From an optimization exercise on the open Yosys and OpenROAD flow, aimed at small area, a short achievable clock period and few clock cycles; shortcuts taken in it are not production practice.
Only simulation tests tie the RTL to the original design; equivalence was not proved.
Power figures rest on the tool's default switching activity, not on a simulated workload.

<file path="flow/design.v">
module ecu_check (
    input  wire [127:0] win,       
    output wire         ck_leg,
    output wire         ck_mod
);
    wire [15:0] cs_in0 = {8'd0, win[0 +: 8]};
    wire [15:0] cs_in1 = {8'd0, win[8 +: 8]};
    wire [15:0] cs_in2 = {8'd0, win[16 +: 8]};
    wire [15:0] cs_in3 = {8'd0, win[24 +: 8]};
    wire [15:0] cs_in4 = {8'd0, win[32 +: 8]};
    wire [15:0] cs_in5 = {8'd0, win[40 +: 8]};
    wire [15:0] cs_in6 = {8'd0, win[48 +: 8]};
    wire [15:0] cs_in7 = {8'd0, win[56 +: 8]};
    wire [15:0] cs_in8 = {8'd0, win[64 +: 8]};
    wire [15:0] cs_in9 = {8'd0, win[72 +: 8]};
    wire [15:0] cs_in10 = {8'd0, win[80 +: 8]};
    wire [15:0] cs_in11 = {8'd0, win[88 +: 8]};
    wire [15:0] cs_in12 = {8'd0, win[96 +: 8]};
    wire [15:0] cs_in13 = {8'd0, win[104 +: 8]};
    wire [15:0] cs_s0, cs_c0;
    wire [7:0] cs_s0_x, cs_c0_m;
    ecu_xor2 #(.W(8)) u_x0a (.a(cs_in0[7:0]), .b(cs_in1[7:0]), .y(cs_s0_x));
    ecu_xor2 #(.W(8)) u_x0b (.a(cs_s0_x), .b(cs_in2[7:0]), .y(cs_s0[7:0]));
    assign cs_s0[15:8] = 8'd0;
    ecu_maj  #(.W(8)) u_m0  (.a(cs_in0[7:0]), .b(cs_in1[7:0]), .c(cs_in2[7:0]), .y(cs_c0_m));
    assign cs_c0 = {7'd0, cs_c0_m, 1'b0};
    wire [15:0] cs_s1, cs_c1;
    wire [7:0] cs_s1_x, cs_c1_m;
    ecu_xor2 #(.W(8)) u_x1a (.a(cs_in3[7:0]), .b(cs_in4[7:0]), .y(cs_s1_x));
    ecu_xor2 #(.W(8)) u_x1b (.a(cs_s1_x), .b(cs_in5[7:0]), .y(cs_s1[7:0]));
    assign cs_s1[15:8] = 8'd0;
    ecu_maj  #(.W(8)) u_m1  (.a(cs_in3[7:0]), .b(cs_in4[7:0]), .c(cs_in5[7:0]), .y(cs_c1_m));
    assign cs_c1 = {7'd0, cs_c1_m, 1'b0};
    wire [15:0] cs_s2, cs_c2;
    wire [7:0] cs_s2_x, cs_c2_m;
    ecu_xor2 #(.W(8)) u_x2a (.a(cs_in6[7:0]), .b(cs_in7[7:0]), .y(cs_s2_x));
    ecu_xor2 #(.W(8)) u_x2b (.a(cs_s2_x), .b(cs_in8[7:0]), .y(cs_s2[7:0]));
    assign cs_s2[15:8] = 8'd0;
    ecu_maj  #(.W(8)) u_m2  (.a(cs_in6[7:0]), .b(cs_in7[7:0]), .c(cs_in8[7:0]), .y(cs_c2_m));
    assign cs_c2 = {7'd0, cs_c2_m, 1'b0};
    wire [15:0] cs_s3, cs_c3;
    wire [7:0] cs_s3_x, cs_c3_m;
    ecu_xor2 #(.W(8)) u_x3a (.a(cs_in9[7:0]), .b(cs_in10[7:0]), .y(cs_s3_x));
    ecu_xor2 #(.W(8)) u_x3b (.a(cs_s3_x), .b(cs_in11[7:0]), .y(cs_s3[7:0]));
    assign cs_s3[15:8] = 8'd0;
    ecu_maj  #(.W(8)) u_m3  (.a(cs_in9[7:0]), .b(cs_in10[7:0]), .c(cs_in11[7:0]), .y(cs_c3_m));
    assign cs_c3 = {7'd0, cs_c3_m, 1'b0};
    wire [15:0] cs_s4, cs_c4;
    wire [8:0] cs_s4_x, cs_c4_m;
    ecu_xor2 #(.W(9)) u_x4a (.a(cs_s0[8:0]), .b(cs_c0[8:0]), .y(cs_s4_x));
    ecu_xor2 #(.W(9)) u_x4b (.a(cs_s4_x), .b(cs_s1[8:0]), .y(cs_s4[8:0]));
    assign cs_s4[15:9] = 7'd0;
    ecu_maj  #(.W(9)) u_m4  (.a(cs_s0[8:0]), .b(cs_c0[8:0]), .c(cs_s1[8:0]), .y(cs_c4_m));
    assign cs_c4 = {6'd0, cs_c4_m, 1'b0};
    wire [15:0] cs_s5, cs_c5;
    wire [8:0] cs_s5_x, cs_c5_m;
    ecu_xor2 #(.W(9)) u_x5a (.a(cs_c1[8:0]), .b(cs_s2[8:0]), .y(cs_s5_x));
    ecu_xor2 #(.W(9)) u_x5b (.a(cs_s5_x), .b(cs_c2[8:0]), .y(cs_s5[8:0]));
    assign cs_s5[15:9] = 7'd0;
    ecu_maj  #(.W(9)) u_m5  (.a(cs_c1[8:0]), .b(cs_s2[8:0]), .c(cs_c2[8:0]), .y(cs_c5_m));
    assign cs_c5 = {6'd0, cs_c5_m, 1'b0};
    wire [15:0] cs_s6, cs_c6;
    wire [8:0] cs_s6_x, cs_c6_m;
    ecu_xor2 #(.W(9)) u_x6a (.a(cs_s3[8:0]), .b(cs_c3[8:0]), .y(cs_s6_x));
    ecu_xor2 #(.W(9)) u_x6b (.a(cs_s6_x), .b(cs_in12[8:0]), .y(cs_s6[8:0]));
    assign cs_s6[15:9] = 7'd0;
    ecu_maj  #(.W(9)) u_m6  (.a(cs_s3[8:0]), .b(cs_c3[8:0]), .c(cs_in12[8:0]), .y(cs_c6_m));
    assign cs_c6 = {6'd0, cs_c6_m, 1'b0};
    wire [15:0] cs_s7, cs_c7;
    wire [9:0] cs_s7_x, cs_c7_m;
    ecu_xor2 #(.W(10)) u_x7a (.a(cs_s4[9:0]), .b(cs_c4[9:0]), .y(cs_s7_x));
    ecu_xor2 #(.W(10)) u_x7b (.a(cs_s7_x), .b(cs_s5[9:0]), .y(cs_s7[9:0]));
    assign cs_s7[15:10] = 6'd0;
    ecu_maj  #(.W(10)) u_m7  (.a(cs_s4[9:0]), .b(cs_c4[9:0]), .c(cs_s5[9:0]), .y(cs_c7_m));
    assign cs_c7 = {5'd0, cs_c7_m, 1'b0};
    wire [15:0] cs_s8, cs_c8;
    wire [9:0] cs_s8_x, cs_c8_m;
    ecu_xor2 #(.W(10)) u_x8a (.a(cs_c5[9:0]), .b(cs_s6[9:0]), .y(cs_s8_x));
    ecu_xor2 #(.W(10)) u_x8b (.a(cs_s8_x), .b(cs_c6[9:0]), .y(cs_s8[9:0]));
    assign cs_s8[15:10] = 6'd0;
    ecu_maj  #(.W(10)) u_m8  (.a(cs_c5[9:0]), .b(cs_s6[9:0]), .c(cs_c6[9:0]), .y(cs_c8_m));
    assign cs_c8 = {5'd0, cs_c8_m, 1'b0};
    wire [15:0] cs_s9, cs_c9;
    wire [10:0] cs_s9_x, cs_c9_m;
    ecu_xor2 #(.W(11)) u_x9a (.a(cs_s7[10:0]), .b(cs_c7[10:0]), .y(cs_s9_x));
    ecu_xor2 #(.W(11)) u_x9b (.a(cs_s9_x), .b(cs_s8[10:0]), .y(cs_s9[10:0]));
    assign cs_s9[15:11] = 5'd0;
    ecu_maj  #(.W(11)) u_m9  (.a(cs_s7[10:0]), .b(cs_c7[10:0]), .c(cs_s8[10:0]), .y(cs_c9_m));
    assign cs_c9 = {4'd0, cs_c9_m, 1'b0};
    wire [15:0] cs_s10, cs_c10;
    wire [11:0] cs_s10_x, cs_c10_m;
    ecu_xor2 #(.W(12)) u_x10a (.a(cs_s9[11:0]), .b(cs_c9[11:0]), .y(cs_s10_x));
    ecu_xor2 #(.W(12)) u_x10b (.a(cs_s10_x), .b(cs_c8[11:0]), .y(cs_s10[11:0]));
    assign cs_s10[15:12] = 4'd0;
    ecu_maj  #(.W(12)) u_m10  (.a(cs_s9[11:0]), .b(cs_c9[11:0]), .c(cs_c8[11:0]), .y(cs_c10_m));
    assign cs_c10 = {3'd0, cs_c10_m, 1'b0};
    wire [15:0] cs_s11, cs_c11;
    wire [12:0] cs_s11_x, cs_c11_m;
    ecu_xor2 #(.W(13)) u_x11a (.a(cs_s10[12:0]), .b(cs_c10[12:0]), .y(cs_s11_x));
    ecu_xor2 #(.W(13)) u_x11b (.a(cs_s11_x), .b(cs_in13[12:0]), .y(cs_s11[12:0]));
    assign cs_s11[15:13] = 3'd0;
    ecu_maj  #(.W(13)) u_m11  (.a(cs_s10[12:0]), .b(cs_c10[12:0]), .c(cs_in13[12:0]), .y(cs_c11_m));
    assign cs_c11 = {2'd0, cs_c11_m, 1'b0};
    wire [15:0] cs_a = cs_s11;
    wire [15:0] cs_b = cs_c11;
    wire [15:0] tgt_leg = {win[119:112], win[127:120]};
    wire [15:0] ck_c = (cs_a & cs_b) | ((cs_a | cs_b) & ~tgt_leg);
    assign ck_leg = ((cs_a ^ cs_b ^ tgt_leg) == {ck_c[14:0], 1'b0});
    localparam [111:0] M0  = 112'hfffbffe7ffaffe1ffbbfe67faafe;
    localparam [111:0] M1  = 112'h000c002800f002200cc02a80ff02;
    localparam [111:0] M2  = 112'h0018005001e0044019805501fe04;
    localparam [111:0] M3  = 112'h003000a003c008803300aa03fc08;
    localparam [111:0] M4  = 112'h006001400780110066015407f810;
    localparam [111:0] M5  = 112'h00c002800f002200cc02a80ff020;
    localparam [111:0] M6  = 112'h018005001e0044019805501fe040;
    localparam [111:0] M7  = 112'h03000a003c008803300aa03fc080;
    localparam [111:0] M8  = 112'h06001400780110066015407f8101;
    localparam [111:0] M9  = 112'h0c002800f002200cc02a80ff0202;
    localparam [111:0] M10 = 112'h18005001e0044019805501fe0404;
    localparam [111:0] M11 = 112'h3000a003c008803300aa03fc0808;
    localparam [111:0] M12 = 112'h6001400780110066015407f81010;
    localparam [111:0] M13 = 112'hc002800f002200cc02a80ff02020;
    localparam [111:0] M14 = 112'h7ffefff9ffebff87feeff99feabf;
    localparam [111:0] M15 = 112'hfffdfff3ffd7ff0ffddff33fd57f;
    localparam [15:0]  CRC0 = 16'h0397;
    wire [111:0] d = win[111:0];
    wire [15:0] crc_mod = CRC0 ^ {
        ^(d & M15), ^(d & M14), ^(d & M13), ^(d & M12),
        ^(d & M11), ^(d & M10), ^(d & M9),  ^(d & M8),
        ^(d & M7),  ^(d & M6),  ^(d & M5),  ^(d & M4),
        ^(d & M3),  ^(d & M2),  ^(d & M1),  ^(d & M0)};
    assign ck_mod = (crc_mod == {win[127:120], win[119:112]});
endmodule
module ecu_match (
    input  wire [127:0] win,       
    input  wire [7:0]   len,       
    output wire         hs_leg,    
    output wire         hs_mod,    
    output wire         big,       
    output wire         aa,        
    output wire         b1_7,      
    output wire         pend_leg,  
    output wire         pend_mod   
);
    localparam [127:0] HS_LEG = 128'h31_38_37_38_38_36_39_32_3D_53_53_41_50_2B_54_41;  
    localparam [79:0]  HS_MOD = 80'h4E_4F_49_53_52_45_56_2B_54_41;                    
    wire [7:0] b0 = win[7:0];
    wire [7:0] b1 = win[15:8];
    reg [15:0] eq_leg;
    reg [9:0]  eq_mod;
    integer i;
    always @* begin
        for (i = 0; i < 16; i = i + 1)
            eq_leg[i] = (win[8*i +: 8] == HS_LEG[8*i +: 8]);
        for (i = 0; i < 10; i = i + 1)
            eq_mod[i] = (win[8*i +: 8] == HS_MOD[8*i +: 8]);
    end
    assign      big  = (len[7:4] != 4'd0);
    wire [15:0] lt;
    genvar g;
    generate for (g = 0; g < 16; g = g + 1) begin : g_lt
        assign lt[g] = !big && (len[3:0] <= g);
    end endgenerate
    wire hs_leg_pre = &(eq_leg | lt);
    wire hs_mod_pre = &(eq_mod | lt[9:0]);
    wire len0  = (len == 8'd0);
    wire ge10  = big || (len[3:0] >= 4'd10);
    assign hs_leg = big && (&eq_leg);
    assign hs_mod = ge10 && (&eq_mod);
    wire hs_leg_pend = !len0 && !big && hs_leg_pre;
    wire hs_mod_pend = !len0 && !ge10 && hs_mod_pre;
    assign aa   = (b0 == 8'hAA);
    assign b1_7 = b1[7];
    wire short1 = (len[7:1] == 7'd0);      
    wire fr_leg_pend = !len0 && !big && aa && (short1 || !b1[7]);
    wire fr_mod_pend = !len0 && !big && aa && (short1 ||  b1[7]);
    assign pend_leg = hs_leg_pend || fr_leg_pend;
    assign pend_mod = hs_mod_pend || fr_mod_pend;
endmodule
module ecu_xor2 #(
    parameter W = 16
) (
    input  wire [W-1:0] a,
    input  wire [W-1:0] b,
    output wire [W-1:0] y
);
    assign y = a ^ b;
endmodule
module ecu_maj #(
    parameter W = 16
) (
    input  wire [W-1:0] a,
    input  wire [W-1:0] b,
    input  wire [W-1:0] c,
    output wire [W-1:0] y
);
    assign y = (a & b) | (a & c) | (b & c);
endmodule
module ecu_linkbuf (
    input  wire         clk,
    input  wire         wr,
    input  wire         wr0,
    input  wire [6:0]   wr_pos,
    input  wire [7:0]   wr_byte,
    input  wire         shift1,
    input  wire         shift16,
    input  wire         wr_sh1,    
    input  wire         wr_sh16,   
    input  wire         wr_shall,
    output wire [127:0] win,       
    output wire [127:0] win16      
);
    localparam CAP = 128;
    reg [8*CAP-1:0] data;
    reg [8*CAP-1:0] nx;
    reg w, s1, s16, h;
    integer i;
    always @* begin
        for (i = 0; i < CAP; i = i + 1) begin
            w   = (wr && (wr_shall ? (i == 0) :
                        wr_sh16  ? ({1'b0, wr_pos} == i + 16) :
                        wr_sh1   ? ({1'b0, wr_pos} == i + 1) : (wr_pos == i))) || (wr0 && i == 0);
            s16 = !w && shift16 && i < 16;
            s1  = !w && shift1 && !shift16;
            h   = !w && !shift1 && !(shift16 && i < 16);
            nx[8*i +: 8] = ({8{w}} & wr_byte)
                         | ({8{s1}}  & (i < CAP - 1 ? data[8*(i+1) +: 8] : 8'd0))
                         | ({8{s16}} & (i < 16 ? data[8*(i+16) +: 8] : 8'd0))
                         | ({8{h}}   & data[8*i +: 8]);
        end
    end
    always @(posedge clk) data <= nx;
    assign win   = data[127:0];
    assign win16 = data[255:128];
endmodule
module ecu_elapsed #(
    parameter K  = 9,
    parameter C1 = 20,
    parameter C2 = 500
) (
    input  wire [31:0] now,
    input  wire [31:0] t,
    output wire        gt1,
    output wire        gt2
);
    wire [K:0]      lo  = {1'b0, now[K-1:0]} - {1'b0, t[K-1:0]};
    wire [31-K:0]   th1 = t[31:K] + 1'b1;
    wire            eq0, eq1;
    ecu_eq #(.W(32-K)) u_eq0 (.a(now[31:K]), .b(t[31:K]), .eq(eq0));
    ecu_eq #(.W(32-K)) u_eq1 (.a(now[31:K]), .b(th1),     .eq(eq1));
    wire            hz  = lo[K] ? eq1 : eq0;
    assign gt1 = !(hz && (lo[K-1:0] <= C1));
    assign gt2 = !(hz && (lo[K-1:0] <= C2));
endmodule
module ecu_eq #(
    parameter W = 23
) (
    input  wire [W-1:0] a,
    input  wire [W-1:0] b,
    output wire         eq
);
    assign eq = (a == b);
endmodule
module ecu_link (
    input  wire         clk,
    input  wire         rst,
    input  wire [31:0]  now,        
    input  wire [31:0]  now_q,      
    input  wire         ing,        
    input  wire [7:0]   ing_byte,
    output wire         ovf,        
    input  wire         start,      
    input  wire         blk_frm,    
    input  wire         blk_err,    
    input  wire         blk_tx,     
    output wire         busy,
    output wire         ck_need,    
    input  wire         ck_load,    
    input  wire         ck_leg,
    input  wire         ck_mod,
    output wire         may_frm,    
    output wire         may_err,    
    output reg          frm_go,
    output wire         frm_var,
    output wire [127:0] win,
    output reg          err_go,
    output reg  [2:0]   err_kind,
    output wire         tx_go,
    output reg  [7:0]   tx_byte,
    output wire [2:0]   st_cs,
    output wire [1:0]   st_sel,
    output wire [7:0]   st_len,
    output wire [7:0]   st_dcc,
    output wire [15:0]  st_pkt
);
    localparam [2:0] CS_DISC = 3'd0, CS_PAIR = 3'd1, CS_PARSE = 3'd2, CS_PER = 3'd3, CS_ERR = 3'd4;
    localparam [2:0] EK_LOST = 3'd3, EK_MISMATCH = 3'd4;
    localparam [31:0] T_PAIR = 32'd3000, T_STREAM = 32'd550, T_UNACTIVE = 32'd500, T_IDLE = 32'd20;
    localparam [7:0]  DISCONNECT_LIMIT = 8'd30;
    localparam [1:0] LIT_HSRSP_LEG = 2'd0, LIT_HSRSP_MOD = 2'd1, LIT_PERREQ_LEG = 2'd2;
    reg [2:0]  cs;
    reg [1:0]  sel;
    reg [7:0]  dcc;
    reg [15:0] pkt;
    reg [31:0] t_last;
    reg [31:0] t_entry;
    reg [7:0]  blen;           
    reg [7:0]  len;            
    reg        pre;            
    reg        dfr;            
    reg        act;            
    reg        first;          
    reg        started_disc;
    reg        discarded;
    reg        txm;            
    reg [1:0]  tx_lit;
    reg [3:0]  tx_idx;
    reg [4:0]  cons;           
    assign busy = act || txm || (cons != 5'd0);
    wire hs_leg, hs_mod, big, aa, b1_7, pend_leg, pend_mod;
    ecu_match u_cls (.win(win), .len(blen),
        .hs_leg(hs_leg), .hs_mod(hs_mod), .big(big), .aa(aa), .b1_7(b1_7),
        .pend_leg(pend_leg), .pend_mod(pend_mod));
    reg  ck_leg_q, ck_mod_q, ckv;
    wire fr_leg  = big && aa && !b1_7 && ck_leg_q;
    wire fr_mod  = big && aa &&  b1_7 && ck_mod_q;
    wire wait_ck = big && aa && !ckv;
    assign ck_need = wait_ck;
    wire any_match = hs_leg || hs_mod || fr_leg || fr_mod || pend_leg || pend_mod;
    reg [15:1] nc;
    integer j;
    always @* begin
        for (j = 1; j < 15; j = j + 1)
            nc[j] = (win[8*j +: 8] != 8'hAA &&
                     (win[8*j +: 8] != 8'h41 || (win[8*(j+1) +: 8] != 8'h54 && (big || blen[3:0] > j + 1))))
                    || (!big && blen[3:0] <= j);
        nc[15] = (win[127:120] != 8'h41 && win[127:120] != 8'hAA) || (!big && blen[3:0] <= 15);
    end
    wire fit16  = (blen <= 8'd32);
    wire skip16 = &nc && fit16;
    wire [127:0] win16;
    wire [7:0]   blen_m1  = blen - 8'd1;
    wire [7:0]   blen_m16 = big ? blen - 8'd16 : 8'd0;
    wire [7:0]   blen16 = blen_m16;
    wire hs_leg16, hs_mod16, big16, aa16, b1_716, pend_leg16, pend_mod16;
    ecu_match u_m16 (.win(win16), .len(blen16),
        .hs_leg(hs_leg16), .hs_mod(hs_mod16), .big(big16), .aa(aa16), .b1_7(b1_716),
        .pend_leg(pend_leg16), .pend_mod(pend_mod16));
    wire empty16 = (blen16 == 8'd0);
    wire bempty = (blen == 8'd0);
    wire gt_idle, gt_lost, gt_pair, gt_stream;
    ecu_elapsed #(.K(9),  .C1(20),  .C2(500))  u_e_last  (.now(now), .t(t_last),
        .gt1(gt_idle), .gt2(gt_lost));
    ecu_elapsed #(.K(12), .C1(549), .C2(3000)) u_e_entry (.now(now), .t(t_entry),
        .gt1(gt_stream), .gt2(gt_pair));
    reg lost_to, idle_q, pair_to, stream_to;
    always @(posedge clk) begin
        if (start) begin
            lost_to <= gt_lost; idle_q <= gt_idle; pair_to <= gt_pair; stream_to <= gt_stream;
        end
    end
    wire in_idle   = (len != 8'd0) && gt_idle;
    wire in_room   = in_idle || !len[7];
    assign ovf = ing && !in_room;
    wire [7:0] dcc_inc = (dcc == 8'hFF) ? 8'hFF : dcc + 8'd1;
    reg        stall;
    reg [2:0]  n_cs;
    reg [1:0]  n_sel;
    reg [7:0]  n_dcc;
    reg [15:0] n_pkt;
    reg        n_te;           
    reg        n_sd, n_disc;
    reg        n_done;         
    reg        n_clear;        
    reg        n_tx;
    reg [1:0]  n_lit;
    reg        sh1, sh16;
    reg [4:0]  n_cons;
    reg        a_err;
    reg        a_end;
    reg [2:0]  a_kind;
    reg        b_var;
    reg        frm_want;
    reg        use_pre;
    reg        n_dfr;
    wire cand_leg_s = (sel != 2'd2);
    wire cand_mod_s = (sel != 2'd1);
    always @* begin
        n_cs = cs; n_sel = sel; n_dcc = dcc; n_pkt = pkt; n_te = 1'b0;
        n_sd = started_disc; n_disc = first ? 1'b0 : discarded;
        n_done = 1'b0; n_clear = 1'b0; n_tx = 1'b0; n_lit = LIT_PERREQ_LEG;
        sh1 = 1'b0; sh16 = 1'b0; n_cons = 5'd0;
        a_err = 1'b0; a_end = 1'b0; a_kind = EK_LOST; b_var = 1'b0;
        frm_want = 1'b0; use_pre = 1'b0; stall = 1'b0; n_dfr = 1'b0;
        if (first) begin
            case (cs)
                CS_ERR: begin
                    n_dcc = 8'd0; n_cs = CS_DISC; n_te = 1'b1; n_sel = 2'd0; n_sd = 1'b1;
                end
                CS_PER: begin
                    n_cs = CS_PARSE; n_te = 1'b1; n_pkt = 16'd0; n_sd = 1'b0;
                end
                CS_DISC: begin
                    n_sd = 1'b1;
                    if (dcc > DISCONNECT_LIMIT) begin
                        n_cs = CS_ERR; n_te = 1'b1; a_err = 1'b1; a_kind = EK_MISMATCH; a_end = 1'b1;
                    end
                end
                CS_PAIR: begin
                    if (pair_to) begin
                        n_dcc = dcc_inc; n_cs = CS_DISC; n_te = 1'b1; n_sel = 2'd0; n_sd = 1'b1;
                    end else
                        n_sd = 1'b0;
                end
                default: begin
                    if (lost_to) begin
                        a_err = 1'b1; a_kind = EK_LOST;
                        n_dcc = dcc_inc; n_cs = CS_DISC; n_te = 1'b1; n_sel = 2'd0; n_sd = 1'b1;
                    end else begin
                        n_sd = 1'b0;
                        if (stream_to) begin
                            n_cs = CS_PER; n_te = 1'b1;
                            if (sel == 2'd1) begin n_tx = 1'b1; n_lit = LIT_PERREQ_LEG; end
                        end
                    end
                end
            endcase
        end
        if (a_end) begin
            n_done = 1'b1;
        end else begin
            if (first && pre) begin
                n_disc = 1'b1;              
                use_pre = 1'b1;
            end
            if (bempty || ((n_sel != 2'd2) && pend_leg) || ((n_sel != 2'd1) && pend_mod)) begin
                n_done = 1'b1;
                if (n_sd && n_cs == CS_DISC && n_disc) begin
                    n_dcc = (n_dcc == 8'hFF) ? 8'hFF : n_dcc + 8'd1;
                end
                n_clear = !bempty && idle_q;
            end else if (((n_sel != 2'd2) && hs_leg) || ((n_sel != 2'd1) && hs_mod)) begin
                b_var = hs_mod;
                case (n_cs)
                    CS_DISC: begin
                        if (txm) stall = 1'b1;
                        n_sel = hs_mod ? 2'd2 : 2'd1; n_cs = CS_PAIR; n_te = 1'b1;
                        n_tx = 1'b1; n_lit = hs_mod ? LIT_HSRSP_MOD : LIT_HSRSP_LEG;
                        sh16 = !hs_mod && fit16;
                        n_cons = hs_mod ? 5'd10 : fit16 ? 5'd0 : 5'd16;
                    end
                    CS_PAIR: begin
                        sh16 = !hs_mod && fit16;
                        n_cons = hs_mod ? 5'd10 : fit16 ? 5'd0 : 5'd16;
                    end
                    default: begin
                        n_dcc = (n_dcc == 8'hFF) ? 8'hFF : n_dcc + 8'd1;
                        n_cs = CS_DISC; n_te = 1'b1; n_sel = 2'd0;
                    end
                endcase
            end else if (((n_sel != 2'd2) && fr_leg) || ((n_sel != 2'd1) && fr_mod)) begin
                b_var = fr_mod;
                if (n_cs == CS_DISC || n_cs == CS_PAIR) begin
                    n_sel = fr_mod ? 2'd2 : 2'd1; n_cs = CS_PARSE; n_te = 1'b1; n_pkt = 16'd1;
                end else begin
                    n_pkt = (n_pkt == 16'hFFFF) ? 16'hFFFF : n_pkt + 16'd1;
                end
                n_dcc = 8'd0;
                frm_want = 1'b1;
                if (blk_frm) stall = 1'b1;
                n_dfr = fit16; n_cons = fit16 ? 5'd0 : 5'd16;
            end else begin
                if (n_cs == CS_DISC) begin
                    n_disc = 1'b1; sh1 = !skip16; sh16 = skip16;
                end else begin
                    n_dcc = (n_dcc == 8'hFF) ? 8'hFF : n_dcc + 8'd1;
                    n_cs = CS_DISC; n_te = 1'b1; n_sel = 2'd0;
                end
            end
        end
        if ((sh16 || n_dfr) && !n_done &&
            (empty16 || ((n_sel != 2'd2) && pend_leg16) || ((n_sel != 2'd1) && pend_mod16))) begin
            n_done = 1'b1;
            if (n_sd && n_cs == CS_DISC && n_disc)
                n_dcc = (n_dcc == 8'hFF) ? 8'hFF : n_dcc + 8'd1;
            n_clear = !empty16 && idle_q;
        end
        if (a_err && blk_err) stall = 1'b1;
        if (wait_ck || dfr) stall = 1'b1;
    end
    wire step = act && (cons == 5'd0) && !stall;
    wire do_sh1  = step ? sh1  : (cons != 5'd0);
    wire do_sh16 = step && sh16;
    wire pd = !act && !dfr && cs == CS_DISC && dcc <= DISCONNECT_LIMIT && !bempty && !any_match
              && !wait_ck && (cons == 5'd0);
    wire pd1  = pd && !skip16;
    wire pd16 = pd && skip16;
    reg [7:0] lit_byte;
    reg [3:0] lit_last;
    always @* begin
        lit_byte = 8'h00;
        case (tx_lit)
            LIT_HSRSP_LEG: begin    
                lit_last = 4'd13;
                case (tx_idx)
                    4'd0: lit_byte = 8'h2B;  4'd1: lit_byte = 8'h50;  4'd2: lit_byte = 8'h41;
                    4'd3: lit_byte = 8'h53;  4'd4: lit_byte = 8'h53;  4'd5: lit_byte = 8'h3D;
                    4'd6: lit_byte = 8'h4F;  4'd7: lit_byte = 8'h4E;  4'd8: lit_byte = 8'h4E;
                    4'd9: lit_byte = 8'h44;  4'd10: lit_byte = 8'h4F; 4'd11: lit_byte = 8'h4E;
                    4'd12: lit_byte = 8'h4B; 4'd13: lit_byte = 8'h45;
                    default: lit_byte = 8'h00;
                endcase
            end
            LIT_HSRSP_MOD: begin
                lit_last = 4'd7;
                case (tx_idx)
                    4'd0: lit_byte = 8'hAA; 4'd1: lit_byte = 8'h13; 4'd2: lit_byte = 8'hEC;
                    4'd3: lit_byte = 8'h07; 4'd4: lit_byte = 8'h01; 4'd5: lit_byte = 8'hF1;
                    4'd6: lit_byte = 8'hA2; 4'd7: lit_byte = 8'h5D;
                    default: lit_byte = 8'h00;
                endcase
            end
            default: begin          
                lit_last = 4'd7;
                case (tx_idx)
                    4'd0: lit_byte = 8'hAA; 4'd1: lit_byte = 8'h13; 4'd2: lit_byte = 8'hEC;
                    4'd3: lit_byte = 8'h07; 4'd4: lit_byte = 8'h09; 4'd5: lit_byte = 8'h6F;
                    4'd6: lit_byte = 8'h28; 4'd7: lit_byte = 8'hD7;
                    default: lit_byte = 8'h00;
                endcase
            end
        endcase
    end
    assign tx_go = txm && !blk_tx;
    always @* tx_byte = lit_byte;
    wire       sh_1    = do_sh1 | pd1;
    wire       sh_16   = do_sh16 | pd16 | dfr;
    wire [7:0] blen_sh  = sh_16 ? blen_m16 : sh_1 ? blen_m1 : blen;
    wire [7:0] blen_p1  = blen + 8'd1;
    wire [7:0] blen_m15 = big ? blen - 8'd15 : 8'd1;
    wire [7:0] blen_app = (pd16 || dfr) ? blen_m15 : pd1 ? blen : blen_p1;
    wire       wr      = ing && !len[7];
    wire       wr0     = ing && in_idle;
    ecu_linkbuf u_buf (
        .clk(clk), .wr(wr), .wr0(wr0), .wr_pos(blen[6:0]), .wr_byte(ing_byte),
        .shift1(sh_1), .shift16(sh_16),
        .wr_sh1(pd1), .wr_sh16(pd16 || dfr), .wr_shall(pd16 && !big), .win(win), .win16(win16)
    );
    assign frm_var = b_var;
    assign may_frm = act && big && aa;
    assign may_err = act && first && ((cs == CS_DISC && dcc > DISCONNECT_LIMIT) || cs == CS_PARSE
                                      || cs > CS_ERR);
    wire   front_chg = do_sh1 || do_sh16 || pd || dfr || (step && n_clear)
                       || (ing && (in_idle || blen_sh < 8'd16));
    always @* begin
        frm_go   = step && frm_want;
        err_go   = act && (cons == 5'd0) && !stall && a_err;
        err_kind = a_kind;
    end
    always @(posedge clk) begin
        if (ck_load) begin
            ck_leg_q <= ck_leg;
            ck_mod_q <= ck_mod;
        end
        ckv      <= !rst && !front_chg && (ck_load || ckv);
    end
    always @(posedge clk) begin
        if (rst) begin
            cs <= CS_DISC; sel <= 2'd0; dcc <= 8'd0; pkt <= 16'd0;
            t_last <= 32'd0; t_entry <= 32'd0;
            blen <= 8'd0; len <= 8'd0; pre <= 1'b0; dfr <= 1'b0;
            act <= 1'b0; first <= 1'b0; started_disc <= 1'b0; discarded <= 1'b0;
            txm <= 1'b0; tx_lit <= 2'd0; tx_idx <= 4'd0; cons <= 5'd0;
        end else begin
            if (ing) begin
                if (in_room) begin
                    t_last <= now;
                    if (in_idle) begin
                        blen <= 8'd1; len <= 8'd1; pre <= 1'b0;
                    end else begin
                        blen <= blen_app; len <= len + 8'd1;
                        if (pd) pre <= 1'b1;
                    end
                end else begin
                    blen <= blen_sh;
                    if (pd) pre <= 1'b1;
                end
            end else begin
                if (pd) begin
                    blen <= blen_sh; pre <= 1'b1;
                end
                if (dfr) blen <= blen_m16;
            end
            dfr <= 1'b0;
            if (start) begin
                act <= 1'b1; first <= 1'b1;
            end
            if (cons != 5'd0) begin
                cons <= cons - 5'd1;
                blen <= blen_sh; len <= len - 8'd1;
            end
            if (txm && !blk_tx) begin
                tx_idx <= tx_idx + 4'd1;
                if (tx_idx == lit_last) txm <= 1'b0;
            end
            if (step) begin
                first <= 1'b0;
                cs <= n_cs; sel <= n_sel; dcc <= n_dcc; pkt <= n_pkt;
                if (n_te) t_entry <= now_q;
                started_disc <= n_sd; discarded <= n_disc;
                if (use_pre) pre <= 1'b0;
                if (n_done) act <= 1'b0;
                if (n_tx) begin
                    txm <= 1'b1; tx_lit <= n_lit; tx_idx <= 4'd0;
                end
                if (n_cons != 5'd0) cons <= n_cons;
                if (n_clear) begin
                    blen <= 8'd0; len <= 8'd0;
                end else begin
                    if (sh1 || sh16) blen <= blen_sh;
                    if (n_dfr)
                        len <= blen_m16;
                    else if (use_pre || sh1 || sh16)
                        len <= blen_sh;
                    dfr <= n_dfr;
                end
            end
        end
    end
    assign st_cs  = cs;
    assign st_sel = sel;
    assign st_len = len;
    assign st_dcc = dcc;
    assign st_pkt = pkt;
endmodule
module ecu_proto (
    input  wire         clk,
    input  wire         rst,
    input  wire [31:0]  now,         
    input  wire         op_valid,
    input  wire         op_proc,     
    input  wire         op_link,     
    input  wire [7:0]   op_byte,     
    output wire         op_ready,
    output reg          frm_valid,
    output reg          frm_link,
    output reg          frm_var,     
    output wire [127:0] frm_data,    
    output reg          err_valid,
    output reg          err_link,
    output reg  [2:0]   err_kind,    
    output reg          tx_valid,
    output reg          tx_link,
    output reg  [7:0]   tx_byte,
    output wire [5:0]   st_cs,       
    output wire [3:0]   st_sel,      
    output wire [15:0]  st_len,      
    output wire [15:0]  st_dcc,      
    output wire [31:0]  st_pkt       
);
    localparam [2:0] EK_OVF = 3'd2;
    reg [31:0] now_q;
    wire busy0, busy1;
    assign op_ready = !(busy0 || busy1);
    wire acc   = op_valid && op_ready;
    wire start = acc && op_proc;
    wire ing0  = acc && !op_proc && !op_link;
    wire ing1  = acc && !op_proc &&  op_link;
    wire         ovf0, ovf1;
    wire         mf0, mf1, me0, me1;
    wire         cn0, cn1, ck_leg, ck_mod;
    reg [3:0] ck1s;
    always @(posedge clk) ck1s <= rst ? 4'd0 : ~ck1s;
    wire ck1 = ck1s[0];
    wire [127:0] ck_win;
    genvar q;
    generate for (q = 0; q < 4; q = q + 1) begin : g_ckw
        assign ck_win[32*q +: 32] = ck1s[q] ? win1[32*q +: 32] : win0[32*q +: 32];
    end endgenerate
    ecu_check u_ck (.win(ck_win), .ck_leg(ck_leg), .ck_mod(ck_mod));
    wire         fg0, fg1, fv0, fv1, eg0, eg1, tg0, tg1;
    wire [127:0] win0, win1;
    wire [2:0]   ek0, ek1;
    wire [7:0]   tb0, tb1;
    ecu_link u_l0 (
        .clk(clk), .rst(rst), .now(now), .now_q(now_q),
        .ing(ing0), .ing_byte(op_byte), .ovf(ovf0), .start(start),
        .blk_frm(1'b0), .blk_err(1'b0), .blk_tx(1'b0),
        .busy(busy0), .may_frm(mf0), .may_err(me0),
        .ck_need(cn0), .ck_load(!ck1), .ck_leg(ck_leg), .ck_mod(ck_mod), .frm_go(fg0), .frm_var(fv0), .win(win0),
        .err_go(eg0), .err_kind(ek0), .tx_go(tg0), .tx_byte(tb0),
        .st_cs(st_cs[2:0]), .st_sel(st_sel[1:0]), .st_len(st_len[7:0]),
        .st_dcc(st_dcc[7:0]), .st_pkt(st_pkt[15:0])
    );
    ecu_link u_l1 (
        .clk(clk), .rst(rst), .now(now), .now_q(now_q),
        .ing(ing1), .ing_byte(op_byte), .ovf(ovf1), .start(start),
        .blk_frm(mf0), .blk_err(me0), .blk_tx(tg0),
        .busy(busy1), .may_frm(mf1), .may_err(me1),
        .ck_need(cn1), .ck_load(ck1), .ck_leg(ck_leg), .ck_mod(ck_mod), .frm_go(fg1), .frm_var(fv1), .win(win1),
        .err_go(eg1), .err_kind(ek1), .tx_go(tg1), .tx_byte(tb1),
        .st_cs(st_cs[5:3]), .st_sel(st_sel[3:2]), .st_len(st_len[15:8]),
        .st_dcc(st_dcc[15:8]), .st_pkt(st_pkt[31:16])
    );
    assign frm_data = frm_link ? win1 : win0;
    always @(posedge clk) begin
        if (start) now_q <= now;
        if (fg0 || fg1) begin
            frm_link <= !fg0;
            frm_var  <= fg0 ? fv0 : fv1;
        end
        if (ovf0 || ovf1) begin
            err_link <= ovf1;
            err_kind <= EK_OVF;
        end else if (eg0 || eg1) begin
            err_link <= !eg0;
            err_kind <= eg0 ? ek0 : ek1;
        end
        if (tg0 || tg1) begin
            tx_link <= !tg0;
            tx_byte <= tg0 ? tb0 : tb1;
        end
    end
    always @(posedge clk) begin
        if (rst) begin
            frm_valid <= 1'b0;
            err_valid <= 1'b0;
            tx_valid  <= 1'b0;
        end else begin
            frm_valid <= fg0 || fg1;
            err_valid <= ovf0 || ovf1 || eg0 || eg1;
            tx_valid  <= tg0 || tg1;
        end
    end
endmodule
</file>
<file path="flow/run.sh">
#!/bin/bash
# synth_recipe.tcl (not shown) runs the flow's synth.tcl, then flattens the netlist and writes it again
# the make line also repeats each setting of config.mk as NAME=value (left out here)
make -C /OpenROAD-flow-scripts/flow DESIGN_CONFIG=/design/flow/config.mk WORK_HOME=/design/flow/orfs CLKGATE_MAP_FILE= SYNTH_SCRIPT=/design/flow/synth_recipe.tcl finish
</file>
<file path="flow/config.mk">
export PLATFORM = sky130hd
export DESIGN_NAME = ecu_proto
export DESIGN_NICKNAME = ecu_proto
export VERILOG_FILES = /design/flow/design.v
export SDC_FILE = /design/flow/constraint.sdc
export NUM_CORES = 4
export LEC_CHECK = 0
export CAP_MARGIN = 20
export CORE_MARGIN = 2
export CORE_UTILIZATION = 50
export SETUP_SLACK_MARGIN = 5
export SLEW_MARGIN = 20
export SYNTH_HIERARCHICAL = 1
</file>
<file path="flow/constraint.sdc">
create_clock -name core_clock -period 12.0 [get_ports {clk}]
set_input_delay 2.4000 -clock core_clock [delete_from_list [all_inputs] [get_ports {clk}]]
set_output_delay 2.4000 -clock core_clock [all_outputs]
set_load 0.01 [all_outputs]
</file>
==> results of run 1 <==
==> area by class of cell <==
| cell class | count | area share, % |
|---|---|---|
| Multi-Input combinational cell | 11900 | 52.3 |
| Sequential cell | 2406 | 33.7 |
| Clock buffer | 402 | 5.70 |
| Timing Repair Buffer | 601 | 3.87 |
| Tap cell | 3533 | 3.06 |
| Clock inverter | 86 | 0.712 |
| Inverter | 190 | 0.564 |
| Antenna cell | 14 | 0.0242 |
==> sequential cells by signal, summed over array words and instances (netlist names), 16 cells and up, named ones only <==
signal           cells
now_q               32
u_l1.u_buf.data   1024
u_l1.t_entry        32
u_l1.pkt            16
u_l1.t_last         32
u_l0.t_last         32
u_l0.t_entry        32
u_l0.u_buf.data   1024
u_l0.pkt            16
==> final timing paths <==
check | to
max | u_l1.u_buf.data[127]$_DFF_P_
min reg2reg | u_l0.t_last[6]$_SDFFE_PP0P_
min | u_l0.t_last[6]$_SDFFE_PP0P_
max reg2reg | u_l1.u_buf.data[127]$_DFF_P_
==> per-layer routing <==
layer	wire length (microns)	up-vias	part of all wire (%)
met1	223000	58200	44
met4	24600	12	4.9
met5	83	-	0.016
li1	-	56800	-
met2	213000	5623	42
met3	44800	1112	8.9
==> through the flow <==
step / power (W) / hold slack (ns) / worst slack, ns
2_1_floorplan: 0.0181 / 0.432 / 6.41
3_5_place_dp: 0.0213 / 0.445 / 4.38
6_report: 0.0305 / 0.454 / 5.18
5_1_grt: 0.0317 / 0.478 / 4.99
3_3_place_gp: 0.0214 / 0.439 / 4.40
4_1_cts: 0.0301 / 0.453 / 4.99
==> worst register-to-register path, cell delays in order, from the launching register on <==
cell and delay (ns):
dfxtp_1 0.29, buf_4 0.26, nor4_4 0.59, inv_2 0.45
inv_1 0.66, a211oi_1 0.17, o221ai_1 0.20, nand4_1 0.33
nor4b_4 0.66, a31oi_2 0.30, inv_1 0.13, buf_4 0.38
nand2_1 0.54, o22ai_2 0.54, nor2_1 0.36, nor2b_2 0.47
mux2_2 0.39
==> placed cells by master, fill, tap and decap left out, types with 235 or more instances in the layout <==
cell	count
a22oi_1	1794
mux2i_1	360
xnor2_1	332
mux2_2	310
clkdlybuf4s50_1	256
nor2_1	1726
xor2_1	419
o21ai_0	1159
nand3_1	235
clkbuf_16	285
a21oi_1	1475
dfxtp_1	2339
nand2_1	1529
buf_4	298
==> where the power goes <==
part | total, W | leakage, nW | switching [W] | internal (W)
registers | 0.00909 | 19.5 | 0.000670 | 0.00842
logic | 0.0127 | 27.9 | 0.00918 | 0.00352
clock network | 0.00868 | 4.57 | 0.00356 | 0.00512
total | 0.0305 | 51.9 | 0.0134 | 0.0171
==> timing repair <==
item | CTS | global route
cloned | 3 | 0
pin swaps | 3 | 3
gates resized for setup | 17 | 40
setup buffers | 8 | 4
setup endpoints to repair | 651 | 1644
==> run summary, run 1 <==
Row count - 189
Multi-input combinational cell area - 0.0756 sq mm
CP Cell Sequence - buf_4 > nor4_4 > inv_2 > inv_1 > a211oi_1 > o221ai_1 > nand4_1 > nor4b_4 > a31oi_2 > inv_1 > buf_4 > nand2_1 > o22ai_2 > nor2_1 > nor2b_2 > mux2_2
F_max - 0.147 GHz
Largest net degree at the start of global routing - 224
FF-to-FF setup slack - 5.18 ns
Cell Count, Final, Fillers Out - 19100
Setup-failing EPs final - 0
Critical Path Start Type - flop
Fillers - 24900
Layout Skew - 0.0766 ns
CTS tree - built
Clock transition at path regs - 0.06 ns
Fin area - 0.144 sq mm
CP endpoint kind - flop
Critical Path Max Stage Delay - 0.66 ns
Post-route clock period utilization - 56.9%
Hold WC Path Type - reg2reg
CP Max Fanout - 35
Met1 Usage GRT - 50.7%
I/O pins - 266
Antenna Violating Nets Remaining - 0
Wirelength per Cell - 26.5 microns
Minimum clock period - 6.82 ns
Gate Count Post-Synth - 16200
CP delay by family, top - simple AND/OR/NAND/NOR gates
Vias in the first global route - 109000
Nets - 15500
CTS H-Tree Depth - 5
CP max-delay cell - nor4b_4
DR DRC count - 0
IR drop worst, VDD - 0.000743 V
Min-delay src - u_l0.t_last[6]$_SDFFE_PP0P_
Worst r2r path cells - 16
Status - complete, no violations
Syn_area_per_cell - 8.24 sq um
CTS Buf Count - 276
CTS hold repair buffers - 0
FF+latch area - 0.0487 sq mm
CP Depth - 16
Share of layout cells above drive strength 1 - 10.0%
Buf+Inv Stages, Crit Path - 5
CTS Root Cell - clkbuf_16
Hold Path Depth - 2
First-pass GRT wire length - 741000 microns
Die Width - 521 microns
Critical Path Start - u_l1.blen[6]$_SDFF_PP0_
Final Max Slew Viols - 0
Detailed Routing Iterations Pass 1 - 11
Clock tree buffer depth - 4
Die area - 0.271 sq mm
Placed Area - 0.135 sq mm
Vias - 122000
Gr usage total - 35.4%
Met3 usage in global routing - 6.16%
Yosys warns - 10
Port Buffers - 265
GRT Residual Overflow - 0
DR vias/cell - 6.37
Sink Count - 2406
HPWL Detailed - 351000 microns
Final wirelength - 506000 microns
CP Class - reg2reg
Slew HR - 7.89%
Power Dens Cells - 211 mW/mm^2
RR Startpoint - u_l1.blen[6]$_SDFF_PP0_
Max_cap viols - 0
Critical path arrival - 7.61 ns
Synthesized area - 0.133 sq mm
Die Ht - 521 microns
Least-Margin Pin Slew - 1.38 ns
P_leak - 51.9 nW
Worst endpoint required time - 12.79 ns
Layout Utilization - 54.5%
Final hold violation count - 0
Dpl cells - 18600
Most used routing layer - met2
Starting Density - 50.3%
Met2 GRT Util - 52.1%
Initial antenna violation count - 22
RSZ-0062 raised after global routing - no
Setup TNS - 0 ns
Final Wtd Congestion - 1.07
Clock latency (worst-skew pair) - 0.92 ns
Core ar. - 0.265 sq mm
Area grow syn2layout - 8.27%
DRT iter0 DRCs - 16400
Testbench counts, summed over its fixed seeds: cycles 146,721.
==> inputs of run 2 (changes only) <==
==> flow/flow/run.sh (new file) <==
#!/bin/bash
set -euo pipefail
bash standard.sh SETUP_SLACK_MARGIN=6.5 finish > standard.log 2>&1
==> flow/standard.sh (new file) <==
#!/bin/bash
# synth_recipe.tcl (not shown) runs the flow's synth.tcl, then flattens the netlist and writes it again
# the make line also repeats each setting of config.mk as NAME=value (left out here)
make -C /OpenROAD-flow-scripts/flow DESIGN_CONFIG=/design/flow/config.mk WORK_HOME=/design/flow/orfs CLKGATE_MAP_FILE= SYNTH_SCRIPT=/design/flow/synth_recipe.tcl "${@:-finish}"
--- a/flow/config.mk
+++ b/flow/config.mk
@@ -8,6 +8,5 @@
 export CAP_MARGIN = 20
 export CORE_MARGIN = 2
 export CORE_UTILIZATION = 50
-export SETUP_SLACK_MARGIN = 5
 export SLEW_MARGIN = 20
 export SYNTH_HIERARCHICAL = 1
removed: flow/run.sh
==> run 2 against run 1 <==
  * Still clean on timing, DRC and antenna
  * Power up 6.8%
  * Die area unchanged
  * Register-to-register slack improved by 1.3 ns
  * Synthesized cell count did not move
  * Fmax up 23%
  * Cell count rose by 0.62%
  * Hold slack worse by 0.0026 ns
  * Global-route usage grew 2.3 points
  * Synthesized area stayed put
  * First-iteration DRC count shrank 2.7%
  * Clock skew is 0.0066 ns higher
  * Worst setup slack better by 1.3 ns
  * Critical path type unchanged
  * Largest cell class unchanged
==> run summary, run 2 <==
Status - complete, no violations (unchanged)
DR vias/cell - 6.57 (was 6.37)
WHS Endpoint - u_l0.t_last[6]$_SDFFE_PP0P_ (unchanged)
FF-to-FF setup slack - 6.46 ns (was 5.18 ns)
Most frequent cells in the layout - dfxtp_1 (2306), a22oi_1 (1788), nor2_1 (1676) (was dfxtp_1 (2339), a22oi_1 (1794), nor2_1 (1726))
Fin Hold WS - 0.452 ns (was 0.454 ns)
Fin area - 0.149 sq mm (was 0.144 sq mm)
Synthesized area - 0.133 sq mm (unchanged)
Critical path arrival - 6.23 ns (was 7.61 ns)
Critical Path Max Stage Delay - 0.68 ns (was 0.66 ns)
Most used routing layer - met2 (unchanged)
Largest net degree at the start of global routing - 150 (was 224)
IR drop worst, VDD - 0.000294 V (was 0.000743 V)
Hold WC Path Type - reg2reg (unchanged)
Starting Density - 50.3% (unchanged)
Placed Area - 0.134 sq mm (was 0.135 sq mm)
CP delay by family, top - XOR/XNOR gates (was simple AND/OR/NAND/NOR gates)
Final wirelength - 542000 microns (was 506000 microns)
CP Cell Sequence - mux2_2 > xor2_1 > xor2_1 > xor2_1 > xor2_1 > xor2_1 > xor2_2 > maj3_2 > xor2_1 > xor2_1 > maj3_2 > fa_1 > xnor2_1 > nor4_2 > nand4_1 > nor3_2 > buf_6 (was buf_4 > nor4_4 > inv_2 > inv_1 > a211oi_1 > o221ai_1 > nand4_1 > nor4b_4 > a31oi_2 > inv_1 > buf_4 > nand2_1 > o22ai_2 > nor2_1 > nor2b_2 > mux2_2)
GRT Residual Overflow - 0 (unchanged)
Area grow syn2layout - 11.6% (was 8.27%)
P_leak - 53.3 nW (was 51.9 nW)
CTS H-Tree Depth - 5 (unchanged)
CP endpoint kind - flop (unchanged)
Minimum clock period - 5.54 ns (was 6.82 ns)
Worst endpoint required time - 12.69 ns (was 12.79 ns)
RSZ-0062 raised after global routing - yes (was no)
Vias - 126000 (was 122000)
Final hold violation count - 0 (unchanged)
Initial antenna violation count - 34 (was 22)
CP Class - reg2reg (unchanged)
Met3 usage in global routing - 5.64% (was 6.16%)
Met2 GRT Util - 57.6% (was 52.1%)
Clock tree buffer depth - 4 (unchanged)
Post-route clock period utilization - 46.2% (was 56.9%)
Clock latency (worst-skew pair) - 0.92 ns (about the same)
CTS Root Cell - clkbuf_16 (unchanged)
Min-delay src - u_l0.t_last[6]$_SDFFE_PP0P_ (unchanged)
Wirelength per Cell - 28.2 microns (was 26.5 microns)
Gate Count Post-Synth - 16200 (unchanged)
Max_cap viols - 0 (unchanged)
FF-to-FF End - u_l0.ck_leg_q$_DFFE_PP_ (was u_l1.u_buf.data[127]$_DFF_P_)
Dpl cells - 18600 (about the same)
CTS tree - built (unchanged)
CP Max Fanout - 8 (was 35)
Final Max Slew Viols - 0 (unchanged)
Buf+Inv Stages, Crit Path - 1 (was 5)
Row count - 189 (unchanged)
Power Dens Cells - 219 mW/mm^2 (was 211 mW/mm^2)
DRT iter0 DRCs - 15900 (was 16400)
I/O pins - 266 (unchanged)
Place WS - 4.20 ns (was 4.38 ns)
Clock transition at path regs - 0.06 ns (about the same)
Setup-failing EPs final - 0 (unchanged)
CTS Buf Count - 272 (was 276)
CP Depth - 17 (was 16)
First-pass GRT wire length - 782000 microns (was 741000 microns)
Nets - 15600 (was 15500)
Layout Skew - 0.0832 ns (was 0.0766 ns)
Setup TNS - 0 ns (unchanged)
Port Buffers - 265 (unchanged)
Gr usage total - 37.7% (was 35.4%)
Vias in the first global route - 115000 (was 109000)
Yosys warns - 10 (unchanged)
Die Width - 521 microns (unchanged)
RR Startpoint - u_l1.u_buf.data[79]$_DFF_P_ (was u_l1.blen[6]$_SDFF_PP0_)
Least-Margin Pin Slew - 1.28 ns (was 1.38 ns)
Share of layout cells above drive strength 1 - 12.6% (was 10.0%)
Hold Path Depth - 2 (unchanged)
Die Ht - 521 microns (unchanged)
Biggest regs - u_l0.u_buf.data (1024), u_l1.u_buf.data (1024) (unchanged)
HPWL Detailed - 372000 microns (was 351000 microns)
Cell Count, Final, Fillers Out - 19200 (was 19100)
Antenna Violating Nets Remaining - 0 (unchanged)
Die area - 0.271 sq mm (unchanged)
Final Wtd Congestion - 1.06 (was 1.07)
Sink Count - 2406 (unchanged)
Worst r2r path cells - 17 (was 16)
Commonest non-fill, non-tap cell in the layout - dfxtp_1 (unchanged)
CP max-delay cell - dfxtp_1 (was nor4b_4)
Detailed Routing Iterations Pass 1 - 10 (was 11)
Critical Path Start Type - flop (unchanged)
Met1 Usage GRT - 52.1% (was 50.7%)
F_max - 0.181 GHz (was 0.147 GHz)
Slew HR - 14.4% (was 7.89%)
DR DRC count - 0 (unchanged)
Most frequent CP cell - xor2_1
Core ar. - 0.265 sq mm (unchanged)
Syn_area_per_cell - 8.24 sq um (unchanged)
Post-route setup slack - 6.46 ns (was 5.18 ns)
==> run 2: cell type report <==
cell class / instances / area [sq um]
antenna: 14 / 35.0
multi-input combinational: 11900 / 77800
tap: 3533 / 4420
clock inverter: 98 / 1250
timing repair inverter: 6 / 50.0
fill: 23900 / 116000
sequential: 2406 / 48800
timing repair buffer: 714 / 7770
clock buffer: 391 / 7960
inverter: 190 / 861
==> run 2: layer usage <==
metal	wire length, microns	vias to the layer above
li1	-	57100
met1	230000	61400
met2	236000	6721
met3	47100	1184
met4	28900	10
met5	73	-
==> run 2: repair_timing <==
action,in CTS,in global routing
hold buffers,0,0
pin swaps,44,83
setup endpoints to repair,2264,2122
buffers inserted,58,75
gates resized for setup,373,266
endpoints found under the hold margin,0,0
cloned,33,8
==> run 2: worst max-delay path by stage <==
stage                                         endpoint  slack (ns)                         from
after global placement    u_l1.u_buf.data[700]$_DFF_P_        4.26  u_l1.u_buf.data[32]$_DFF_P_
after global routing      u_l0.u_buf.data[510]$_DFF_P_        6.41      u_l0.blen[5]$_SDFF_PP0_
after detailed placement  u_l1.u_buf.data[696]$_DFF_P_        4.20  u_l1.u_buf.data[32]$_DFF_P_
final                          u_l0.ck_leg_q$_DFFE_PP_        6.46  u_l1.u_buf.data[79]$_DFF_P_
after CTS                 u_l1.u_buf.data[150]$_DFF_P_        6.46      u_l1.blen[0]$_SDFF_PP0_
after floorplan             u_l0.u_buf.data[0]$_DFF_P_        6.55                       now[0]
==> run 2: report_power, final <==
| group | internal (W) | switching [W] | total, W |
|---|---|---|---|
| registers | 0.00842 | 0.000706 | 0.00913 |
| logic | 0.00459 | 0.0102 | 0.0148 |
| clock network | 0.00499 | 0.00363 | 0.00863 |
==> run 2: per-stage QoR <==
step / utilization [%] / power, W
after floorplan: - / 0.0181
after global placement: 50.6 / 0.0210
after detailed placement: 50.6 / 0.0212
after CTS: 55.3 / 0.0316
after global routing: 56.1 / 0.0336
final: 56.1 / 0.0326
==> run 2: worst min-delay path: stages (launching register included) <==
cell,delay (ns)
dfxtp_1,0.31
nand2_1,0.05
a21oi_1,0.05
==> inputs of run 3 (changes only) <==
==> flow/flow/run.sh (replaced) <==
#!/bin/bash
set -euo pipefail
bash standard.sh SETUP_SLACK_MARGIN=7.2 finish > standard.log 2>&1
==> run 3 against run 2 <==
  * Sequential share of layout area is 3.2 points lower
  * Highest routed layer unchanged
  * Global-route usage is 1.8 points higher
  * Hold slack hardly changed
  * Final area is 11% higher
  * First-iteration DRC count is 20% higher
  * Non-clock buffer count is 652 higher
  * Still clean on timing, DRC and antenna
==> run summary, run 3 <==
Initial antenna violation count - 36 (was 34)
Biggest regs - u_l0.u_buf.data (1024), u_l1.u_buf.data (1024) (unchanged)
Final Max Slew Viols - 0 (unchanged)
Status - complete, no violations (unchanged)
Least-Margin Pin Slew - 1.41 ns (was 1.28 ns)
CP endpoint kind - flop (unchanged)
Power Dens Cells - 249 mW/mm^2 (was 219 mW/mm^2)
Detailed Routing Iterations Pass 1 - 8 (was 10)
Synthesized area - 0.133 sq mm (unchanged)
Clock latency (worst-skew pair) - 0.94 ns (was 0.92 ns)
Die area - 0.271 sq mm (unchanged)
Gr usage total - 39.5% (was 37.7%)
Die Ht - 521 microns (unchanged)
Yosys warns - 10 (unchanged)
Antenna Violating Nets Remaining - 0 (unchanged)
Hold WC Path Type - reg2reg (unchanged)
Slew HR - 5.75% (was 14.4%)
Share of layout cells above drive strength 1 - 23.7% (was 12.6%)
Commonest non-fill, non-tap cell in the layout - dfxtp_1 (unchanged)
Final hold violation count - 0 (unchanged)
Die Width - 521 microns (unchanged)
CTS tree - built (unchanged)
RR Startpoint - u_l1.u_buf.data[62]$_DFF_P_ (was u_l1.u_buf.data[79]$_DFF_P_)
Critical path arrival - 6.14 ns (was 6.23 ns)
Row count - 189 (unchanged)
I/O pins - 266 (unchanged)
Wirelength per Cell - 30.6 microns (was 28.2 microns)
Nets - 16300 (was 15600)
CP Class - reg2reg (unchanged)
Core ar. - 0.265 sq mm (unchanged)
Sink Count - 2406 (unchanged)
Area grow syn2layout - 24.2% (was 11.6%)
Post-route clock period utilization - 45.0% (was 46.2%)
Clock transition at path regs - 0.06 ns (about the same)
DR vias/cell - 6.75 (was 6.57)
Largest net degree at the start of global routing - 150 (unchanged)
Layout Skew - 0.0489 ns (was 0.0832 ns)
Min-delay src - u_l1.t_last[1]$_SDFFE_PP0P_ (was u_l0.t_last[6]$_SDFFE_PP0P_)
Minimum clock period - 5.40 ns (was 5.54 ns)
Clock tree buffer depth - 4 (unchanged)
CTS H-Tree Depth - 5 (unchanged)
CP delay by family, top - XOR/XNOR gates (unchanged)
DR DRC count - 0 (unchanged)
CTS Buf Count - 273 (was 272)
CTS Root Cell - clkbuf_16 (unchanged)
HPWL Detailed - 372000 microns (about the same)
CP Max Fanout - 6 (was 8)
Critical Path Start - u_l1.u_buf.data[62]$_DFF_P_ (was u_l1.u_buf.data[79]$_DFF_P_)
CP max-delay cell - dfxtp_1 (unchanged)
Starting Density - 50.3% (unchanged)
Fin Hold WS - 0.452 ns (about the same)
IR drop worst, VDD - 0.000248 V (was 0.000294 V)
CTS hold repair buffers - 0 (unchanged)
Vias - 134000 (was 126000)
Most frequent CP cell - xor2_1 (unchanged)
Setup TNS - 0 ns (unchanged)
Critical Path Start Type - flop (unchanged)
RSZ-0062 raised after global routing - yes (unchanged)
Setup-failing EPs final - 0 (unchanged)
First-pass GRT wire length - 816000 microns (was 782000 microns)
Vias in the first global route - 119000 (was 115000)
Syn_area_per_cell - 8.24 sq um (unchanged)
Gate Count Post-Synth - 16200 (unchanged)
Worst endpoint required time - 12.74 ns (was 12.69 ns)
Port Buffers - 265 (unchanged)
P_leak - 60.1 nW (was 53.3 nW)
F_max - 0.185 GHz (was 0.181 GHz)
Final wirelength - 609000 microns (was 542000 microns)
GRT Residual Overflow - 0 (unchanged)
Buf+Inv Stages, Crit Path - 2 (was 1)
Critical Path Max Stage Delay - 0.47 ns (was 0.68 ns)
Max_cap viols - 0 (unchanged)
Final Wtd Congestion - 1.07 (was 1.06)
Most frequent cells in the layout - dfxtp_1 (2230), nor2_1 (1639), nand2_1 (1445) (was dfxtp_1 (2306), a22oi_1 (1788), nor2_1 (1676))
CP Cell Sequence - buf_4 > mux2_2 > xor2_1 > xor2_1 > xor2_1 > xor2_2 > maj3_2 > xor2_1 > xor2_1 > xor2_1 > xor2_1 > xor2_1 > xor2_1 > fa_1 > xor2_1 > nand4_1 > nor3_4 > buf_12 (was mux2_2 > xor2_1 > xor2_1 > xor2_1 > xor2_1 > xor2_1 > xor2_2 > maj3_2 > xor2_1 > xor2_1 > maj3_2 > fa_1 > xnor2_1 > nor4_2 > nand4_1 > nor3_2 > buf_6)
DRT iter0 DRCs - 19100 (was 15900)
[run 3: cell type report]
class | count | area, sq um
antenna | 20 | 50.0
clock buffer | 384 | 7910
clock inverter | 100 | 1480
fill | 22100 | 99600
inverter | 190 | 940
multi-input combinational | 11900 | 84400
sequential | 2406 | 49000
tap | 3533 | 4420
timing repair buffer | 1366 | 17500
timing repair inverter | 19 | 203
[run 3: worst reg2reg max path: cells and delay by family, from the launching register on]
kind	cells	cell delay [ns]
XOR/XNOR	11	2.67
adder cells (fa/ha/maj)	2	0.82
buffers and inverters	2	0.49
flip-flops	1	0.47
multiplexers	1	0.39
AND/OR/NAND/NOR	2	0.38
[run 3: repair_timing]
| item | in CTS | in global routing |
|---|---|---|
| cloned | 85 | 173 |
| setup endpoints to repair | 2483 | 2303 |
| pin swaps | 209 | 899 |
| gates resized for setup | 1447 | 1822 |
| buffers inserted | 265 | 272 |
[run 3: power breakdown]
| part | leakage [nW] | switching (W) | total (W) | internal [W] |
|---|---|---|---|---|
| Combinational | 36.0 | 0.0140 | 0.0232 | 0.00921 |
| Clock | 4.58 | 0.00368 | 0.00885 | 0.00516 |
| Sequential | 19.5 | 0.000811 | 0.00924 | 0.00843 |
[run 3: final timing paths]
check | endpoint | slack [ns] | depth (start not counted)
hold reg to reg | u_l1.t_last[1]$_SDFFE_PP0P_ | 0.45 | 2
hold / removal | u_l1.t_last[1]$_SDFFE_PP0P_ | 0.45 | 2
setup reg to reg | u_l0.ck_leg_q$_DFFE_PP_ | 6.60 | 18
setup / recovery | u_l0.ck_leg_q$_DFFE_PP_ | 6.60 | 18
[run 3: metrics by stage]
stage / power (W) / area (sq um) / utilization (%) / setup WS [ns] / cells
after floorplan: 0.0182 / 134000 / - / 6.81 / 16300
after global placement: 0.0211 / 135000 / 50.8 / 4.11 / 18600
after detailed placement: 0.0213 / 135000 / 50.8 / 3.95 / 18600
after CTS: 0.0340 / 154000 / 57.9 / 6.68 / 19400
after global routing: 0.0420 / 166000 / 62.5 / 6.54 / 19900
final: 0.0413 / 166000 / 62.5 / 6.60 / 19900
[run 3: metal layers]
metal | vias up | GRT usage, % | routed length, microns
met5 | - | 0 | 178
met4 | 24 | 20.0 | 39600
met3 | 1933 | 8.47 | 70900
met2 | 8963 | 58.8 | 257000
met1 | 65000 | 53.8 | 241000
li1 | 58500 | - | -
==> inputs of run 4 (changes only) <==
==> flow/flow/run.sh (replaced) <==
#!/bin/bash
set -euo pipefail
bash standard.sh SETUP_SLACK_MARGIN=7 finish > standard.log 2>&1
--- a/flow/config.mk
+++ b/flow/config.mk
@@ -7,6 +7,6 @@
 export LEC_CHECK = 0
 export CAP_MARGIN = 20
 export CORE_MARGIN = 2
-export CORE_UTILIZATION = 50
+export CORE_UTILIZATION = 62
 export SLEW_MARGIN = 20
 export SYNTH_HIERARCHICAL = 1
==> run 4 against run 3 <==
  * Still clean on timing, DRC and antenna
  * Via count is 1.2% lower
  * Final area down 8.4%
  * Routed wire length decreased by 12%
  * Critical path type unchanged
  * Highest routed layer unchanged
==> run summary, run 4 <==
Setup-failing EPs final - 0 (unchanged)
Die Width - 468 microns (was 521 microns)
Fin area - 0.152 sq mm (was 0.166 sq mm)
CTS Root Cell - clkbuf_16 (unchanged)
WL met1 - 200000 microns (was 241000 microns)
Largest net degree at the start of global routing - 151 (was 150)
Starting Density - 62.3% (was 50.3%)
Row count - 170 (was 189)
Placed Area - 0.134 sq mm (was 0.135 sq mm)
Port Buffers - 265 (unchanged)
Yosys warns - 10 (unchanged)
Post-route clock period utilization - 46.9% (was 45.0%)
Final Wtd Congestion - 1.12 (was 1.07)
Core ar. - 0.214 sq mm (was 0.265 sq mm)
CTS H-Tree Depth - 4 (was 5)
CP Cell Sequence - mux2_2 > maj3_2 > xor2_1 > xor2_1 > maj3_2 > xor2_1 > xor2_1 > xor2_1 > xor2_1 > buf_4 > maj3_2 > fa_1 > xnor2_1 > nor3b_2 > nand4_1 > nor3_4 > buf_12 (was buf_4 > mux2_2 > xor2_1 > xor2_1 > xor2_1 > xor2_2 > maj3_2 > xor2_1 > xor2_1 > xor2_1 > xor2_1 > xor2_1 > xor2_1 > fa_1 > xor2_1 > nand4_1 > nor3_4 > buf_12)
Sink Count - 2406 (unchanged)
IR drop worst, VDD - 0.000293 V (was 0.000248 V)
Most frequent cells in the layout - dfxtp_1 (2280), a22oi_1 (1786), nor2_1 (1664) (was dfxtp_1 (2230), nor2_1 (1639), nand2_1 (1445))
Die Ht - 468 microns (was 521 microns)
Layout Skew - 0.134 ns (was 0.0489 ns)
Most frequent CP cell - xor2_1 (unchanged)
Slew HR - 26.2% (was 5.75%)
Setup TNS - 0 ns (unchanged)
Syn_area_per_cell - 8.24 sq um (unchanged)
Commonest non-fill, non-tap cell in the layout - dfxtp_1 (unchanged)
Layout Utilization - 70.9% (was 62.5%)
CTS hold repair buffers - 0 (unchanged)
Die area - 0.219 sq mm (was 0.271 sq mm)
Nets - 15800 (was 16300)
Final hold violation count - 0 (unchanged)
P_leak - 55.7 nW (was 60.1 nW)
Gate Count Post-Synth - 16200 (unchanged)
CTS tree - built (unchanged)
DRT iter0 DRCs - 22300 (was 19100)
Power Dens Cells - 221 mW/mm^2 (was 249 mW/mm^2)
Worst endpoint required time - 12.72 ns (was 12.74 ns)
Least-Margin Pin Slew - 1.10 ns (was 1.41 ns)
Dpl cells - 17900 (was 18600)
Clock latency (worst-skew pair) - 0.97 ns (was 0.94 ns)
Clock transition at path regs - 0.06 ns (about the same)
Wirelength per Cell - 28.6 microns (was 30.6 microns)
Synthesized area - 0.133 sq mm (unchanged)
Final wirelength - 536000 microns (was 609000 microns)
I/O pins - 266 (unchanged)
First-pass GRT wire length - 767000 microns (was 816000 microns)
Buf+Inv Stages, Crit Path - 2 (unchanged)
Vias - 133000 (was 134000)
CP delay by family, top - adder cells (was XOR/XNOR gates)
Detailed Routing Iterations Pass 1 - 17 (was 8)
HPWL Detailed - 347000 microns (was 372000 microns)
Clock tree buffer depth - 3 (was 4)
Biggest regs - u_l0.u_buf.data (1024), u_l1.u_buf.data (1024) (unchanged)
DR DRC count - 0 (unchanged)
Minimum clock period - 5.62 ns (was 5.40 ns)
F_max - 0.178 GHz (was 0.185 GHz)
Metal3 WL - 72500 microns (was 70900 microns)
Top routing layer used - met5 (unchanged)
Hold WC Path Type - reg2reg (unchanged)
Gr usage total - 45.4% (was 39.5%)
RSZ-0062 raised after global routing - yes (unchanged)
Initial antenna violation count - 26 (was 36)
Antenna Violating Nets Remaining - 0 (unchanged)
CP Max Fanout - 11 (was 6)
Critical path arrival - 6.34 ns (was 6.14 ns)
Final Max Slew Viols - 0 (unchanged)
Critical Path Start Type - flop (unchanged)
CP endpoint kind - flop (unchanged)
CTS Buf Count - 241 (was 273)
CP Class - reg2reg (unchanged)
Vias in the first global route - 121000 (was 119000)
Share of layout cells above drive strength 1 - 15.3% (was 23.7%)
Status - complete, no violations (unchanged)
Metal2 WL - 224000 microns (was 257000 microns)
DR vias/cell - 7.09 (was 6.75)
Area grow syn2layout - 13.8% (was 24.2%)
Max_cap viols - 0 (unchanged)
Critical Path Max Stage Delay - 0.91 ns (was 0.47 ns)
CP max-delay cell - dfxtp_1 (unchanged)
GRT Residual Overflow - 0 (unchanged)
Cell Count, Final, Fillers Out - 18700 (was 19900)
==> run 4: changes by cell type in the layout (fill, tap and decap cells not counted), moves of 44 or more <==
cell | before | now
buf_6 | 131 | 23
clkbuf_16 | 394 | 271
dfxtp_1 | 2230 | 2280
a21oi_1 | 1335 | 1462
buf_2 | 54 | 10
o21ai_0 | 804 | 1123
o21ai_1 | 367 | 60
a22oi_1 | 1213 | 1786
nand2_1 | 1445 | 1491
a21oi_2 | 139 | 17
dlygate4sd2_1 | 14 | 58
buf_4 | 571 | 478
a22oi_2 | 586 | 12
buf_12 | 169 | 68
==> run 4: repair_timing <==
item	CTS	global route
setup buffers	190	130
resized for setup	921	496
endpoints found under the setup margin	2470	2282
pin swaps	128	127
gates cloned	53	30
==> run 4: path summary, 6_finish.rpt <==
check                               from                     endpoint  slack, ns  cells past startpoint
max          u_l1.u_buf.data[40]$_DFF_P_      u_l0.ck_leg_q$_DFFE_PP_       6.38                     17
max reg2reg  u_l1.u_buf.data[40]$_DFF_P_      u_l0.ck_leg_q$_DFFE_PP_       6.38                     17
min reg2reg  u_l0.t_last[5]$_SDFFE_PP0P_  u_l0.t_last[5]$_SDFFE_PP0P_       0.45                      2
min          u_l0.t_last[5]$_SDFFE_PP0P_  u_l0.t_last[5]$_SDFFE_PP0P_       0.45                      2
==> run 4: power breakdown <==
group	internal (W)	total, W	switching (W)	leakage (nW)
clock	0.00441	0.00784	0.00343	4.05
sequential	0.00842	0.00907	0.000647	19.5
combinational	0.00563	0.0166	0.0110	32.1
==> run 4: worst min-delay path: stages, from the launching register on <==
cell and delay [ns]:
dfxtp_1 0.31, nand2_1 0.05, a21oi_1 0.05
==> run 4: metal layers <==
layer / global-route usage [%] / up-vias
li1: - / 57500
met1: 58.7 / 62900
met3: 13.3 / 2233
met2: 66.4 / 10100
met5: 0.132 / -
met4: 28.4 / 16
==> run 4: metrics by stage <==
| stage | setup WS [ns] | power [W] | hold WS (ns) |
|---|---|---|---|
| after global placement | 4.09 | 0.0207 | 0.439 |
| after global routing | 6.34 | 0.0343 | 0.475 |
| after floorplan | 6.81 | 0.0181 | 0.432 |
| final | 6.38 | 0.0335 | 0.453 |
| after detailed placement | 4.01 | 0.0210 | 0.444 |
| after CTS | 6.72 | 0.0314 | 0.453 |
==> run 4: cell type report <==
class	instances	area (sq um)
Timing Repair inverter	7	61.3
Sequential cell	2406	48800
Clock inverter	97	1250
Tap cell	2838	3550
Timing Repair Buffer	942	10700
Inverter	190	920
Fill cell	16000	62300
Clock buffer	345	7020
Antenna cell	9	22.5
Multi-Input combinational cell	11900	79500

Check on run 4: ideal ports give 6.378 ns setup slack; a clkbuf_16 on the clock port and buf_2 on the inputs give 6.378 ns; moving port delays by the midpoint clock arrival (0.993 ns) as well gives 5.949 ns.
